Context: an optimization exercise on an open-source flow, tuned for small area, a short achievable clock period and few clock cycles per item. The choices shown serve that exercise and are no tape-out recipe.
Only simulation tests tie the RTL to the original design; equivalence was not proved.
No activity file was given, so power comes from the tool's default toggle rates.

## v27
==> flow/design.v (excerpt) <==
module obs_sio (
    input  wire         clk,
    input  wire         rst,
    input  wire         cmd_valid,
    input  wire [71:0]  cmd,
    output wire         cmd_ready,
    output reg          rsp_valid,
    output wire [39:0]  rsp,
    output reg          bus_valid,
    output reg          bus_we,
    output reg  [31:0]  bus_addr,
    output wire [31:0]  bus_wdata,
    input  wire         bus_ready,
    input  wire [31:0]  bus_rdata,
    output reg  [161:0] pin_func,
    output reg  [107:0] pin_pull,
    output reg          uart_enable,
    output reg  [1:0]   uart_cntl,
    output reg  [1:0]   uart_lcr,
    output reg  [15:0]  uart_baud
);
For scale: roughly 3500 cells after synthesis, roughly 1300 flip-flops, ~510 I/O pins, ~53000 um2 of cells after synthesis.
==> flow/config.mk <==
export PLATFORM = sky130hd
export DESIGN_NAME = obs_sio
export DESIGN_NICKNAME = obs_sio
export VERILOG_FILES = /design/flow/design.v
export SDC_FILE = /design/flow/constraint.sdc
export NUM_CORES = 4
export LEC_CHECK = 0
export CAP_MARGIN = 20
export CORE_MARGIN = 2
export CORE_UTILIZATION = 55
export CTS_BUF_LIST = sky130_fd_sc_hd__clkbuf_4 sky130_fd_sc_hd__clkbuf_8
export SETUP_SLACK_MARGIN = 3.8
export SLEW_MARGIN = 20
==> flow/constraint.sdc <==
create_clock -name core_clock -period 7.0 [get_ports {clk}]
set_input_delay 1.4000 -clock core_clock [delete_from_list [all_inputs] [get_ports {clk}]]
set_output_delay 1.4000 -clock core_clock [all_outputs]
set_load 0.01 [all_outputs]
standard.sh (not shown) runs the stock make flow with config.mk's settings and CLKGATE_MAP_FILE= SYNTH_SCRIPT=/design/flow/synth_recipe.tcl, a recipe that flattens the netlist after the stock synthesis.
==> flow/flow/run.sh <==
#!/bin/bash
set -euo pipefail
export BUFFER_PORTS_ARGS="-buffer_cell sky130_fd_sc_hd__buf_1"
bash standard.sh > flow_make.log 2>&1
v27 closes out successfully: all stages finished, all timing, DRC and antenna checks passed.
Testbench counts of v27, summed over its fixed seeds: cycles 37,465, commands 12,000.
Relative to v27, the following input files were edited for v39:
Settings: CORE_UTILIZATION: 55 -> 50.
==> flow/flow/run.sh <==
#!/bin/bash
set -euo pipefail
export BUFFER_PORTS_ARGS="-buffer_cell sky130_fd_sc_hd__buf_2"
bash standard.sh > flow_make.log 2>&1
==> comparison <==
Looking only at combined buffer and inverter count along the critical path, and setting everything else aside, the lower value of v39 and v27 goes to v39.
The setup slack of v39 is smaller than that of v27.
v39 has average wire length per cell after detail routing below what v27 had.
Setup changes, v39 to v47
Settings: SETUP_SLACK_MARGIN changed from 3.8 to 3.9; CORE_UTILIZATION changed from 50 to 45.
==> flow/flow/run.sh <==
#!/bin/bash
set -euo pipefail
export BUFFER_PORTS_ARGS="-buffer_cell sky130_fd_sc_hd__buf_1"
bash standard.sh > flow_make.log 2>&1
## What came out
Taking v39 as the reference, in v47 worst setup slack before clock tree synthesis picked up an extra 340 ps, count of plain and timing-repair buffers in the layout +132. Delta (v47 minus v39): relative contribution of combinational cells to total power now sits higher, total power now sits higher, standby leakage power now sits lower. Last element of the critical path: pin_func[35] -> v39, pin_func[47] -> v47. Compared to v39, the routing of v47 uses more wire.
diff inputs: v47 => v2
Settings: setting ABC_AREA to 1 for the first time; changing CORE_UTILIZATION from 45 to 50; changing SETUP_SLACK_MARGIN from 3.9 to 3.8.
Notes after the runs:
- Shortest period the worst path allows is lower on v2
- Compared with v47, v2 shows cell-internal power that has gone up slightly.
- Going from v47 to v2, multi-input gate area in the final layout +about 9%, compound-cell area share of the yosys netlist decreased by 3.0 points relative to the old numbers.
- Sort v47 and v2 by share of power burned in the clock network, ascending, and v47 comes first.
- Against v47, v2 comes in 430 ps lower on delay contributed by the slowest stage of the critical path.
- The clock insertion delay at the later pin of the skew report on v2 is in line with that on v47.
- Against v47 as the reference, v2 delivers a higher total non-filler cell area in the finished layout.
Edits applied to the flow inputs when going from v2 to v13:
Settings: CORE_UTILIZATION: 50 -> 35; SETUP_SLACK_MARGIN: 3.8 -> 4.0; ABC_AREA: 1 -> unset; CTS_BUF_LIST: sky130_fd_sc_hd__clkbuf_4 sky130_fd_sc_hd__clkbuf_8 -> unset; ABC_CLOCK_PERIOD_IN_PS: unset -> 2500; TNS_END_PERCENT: unset -> 10.
==> flow/flow/run.sh <==
#!/bin/bash
set -euo pipefail
export BUFFER_PORTS_ARGS="-buffer_cell sky130_fd_sc_hd__buf_2"
bash standard.sh > flow_make.log 2>&1
Findings:
v13: share of the yosys chip area belonging to registers higher than v2
Comparing v13 and v2, the higher share of final-layout standard cells stronger than drive strength 1 was measured on v13.
The cell area reported after detailed placement in v13 sits about 3% below the value recorded for v2.
v13 vs. v2: synthesized cell count lost 1824, number of standard cells in the layout, taps in and fillers out went down.

==> separate check: timing with driven ports <==
The flow's constraints put no driver on any port. The routed layouts listed below were extracted and timed again, unchanged, in two steps. Step 1: set_driving_cell puts a clkbuf_16 on clk and a buf_2 on each other input, an assumption about the parent block. Step 2 also shifts input and output timing later by t, the mid clock arrival at the registers, as if the neighbouring blocks saw the same clock. Slacks: no drivers / after step 1 / after step 2; pairs: no drivers / after step 1.
run	shift t [ns]	setup slack, ns	worst setup path after step 2	pins driven straight from the clock port
v27	0.978	3.580 / 3.612 / 2.634	input to register	1
v39	0.976	3.569 / 3.596 / 2.620	input to register	1
v47	0.973	3.526 / 3.551 / 2.577	input to register	1
v2	0.991	3.678 / 3.670 / 2.679	input to register	1
v13	0.844	3.470 / 3.504 / 2.660	input to register	1
After both steps every run listed still meets setup and hold. The setup slack of v2, which loses most, moves by -0.008 ns with the drivers and by -0.999 ns with both steps.
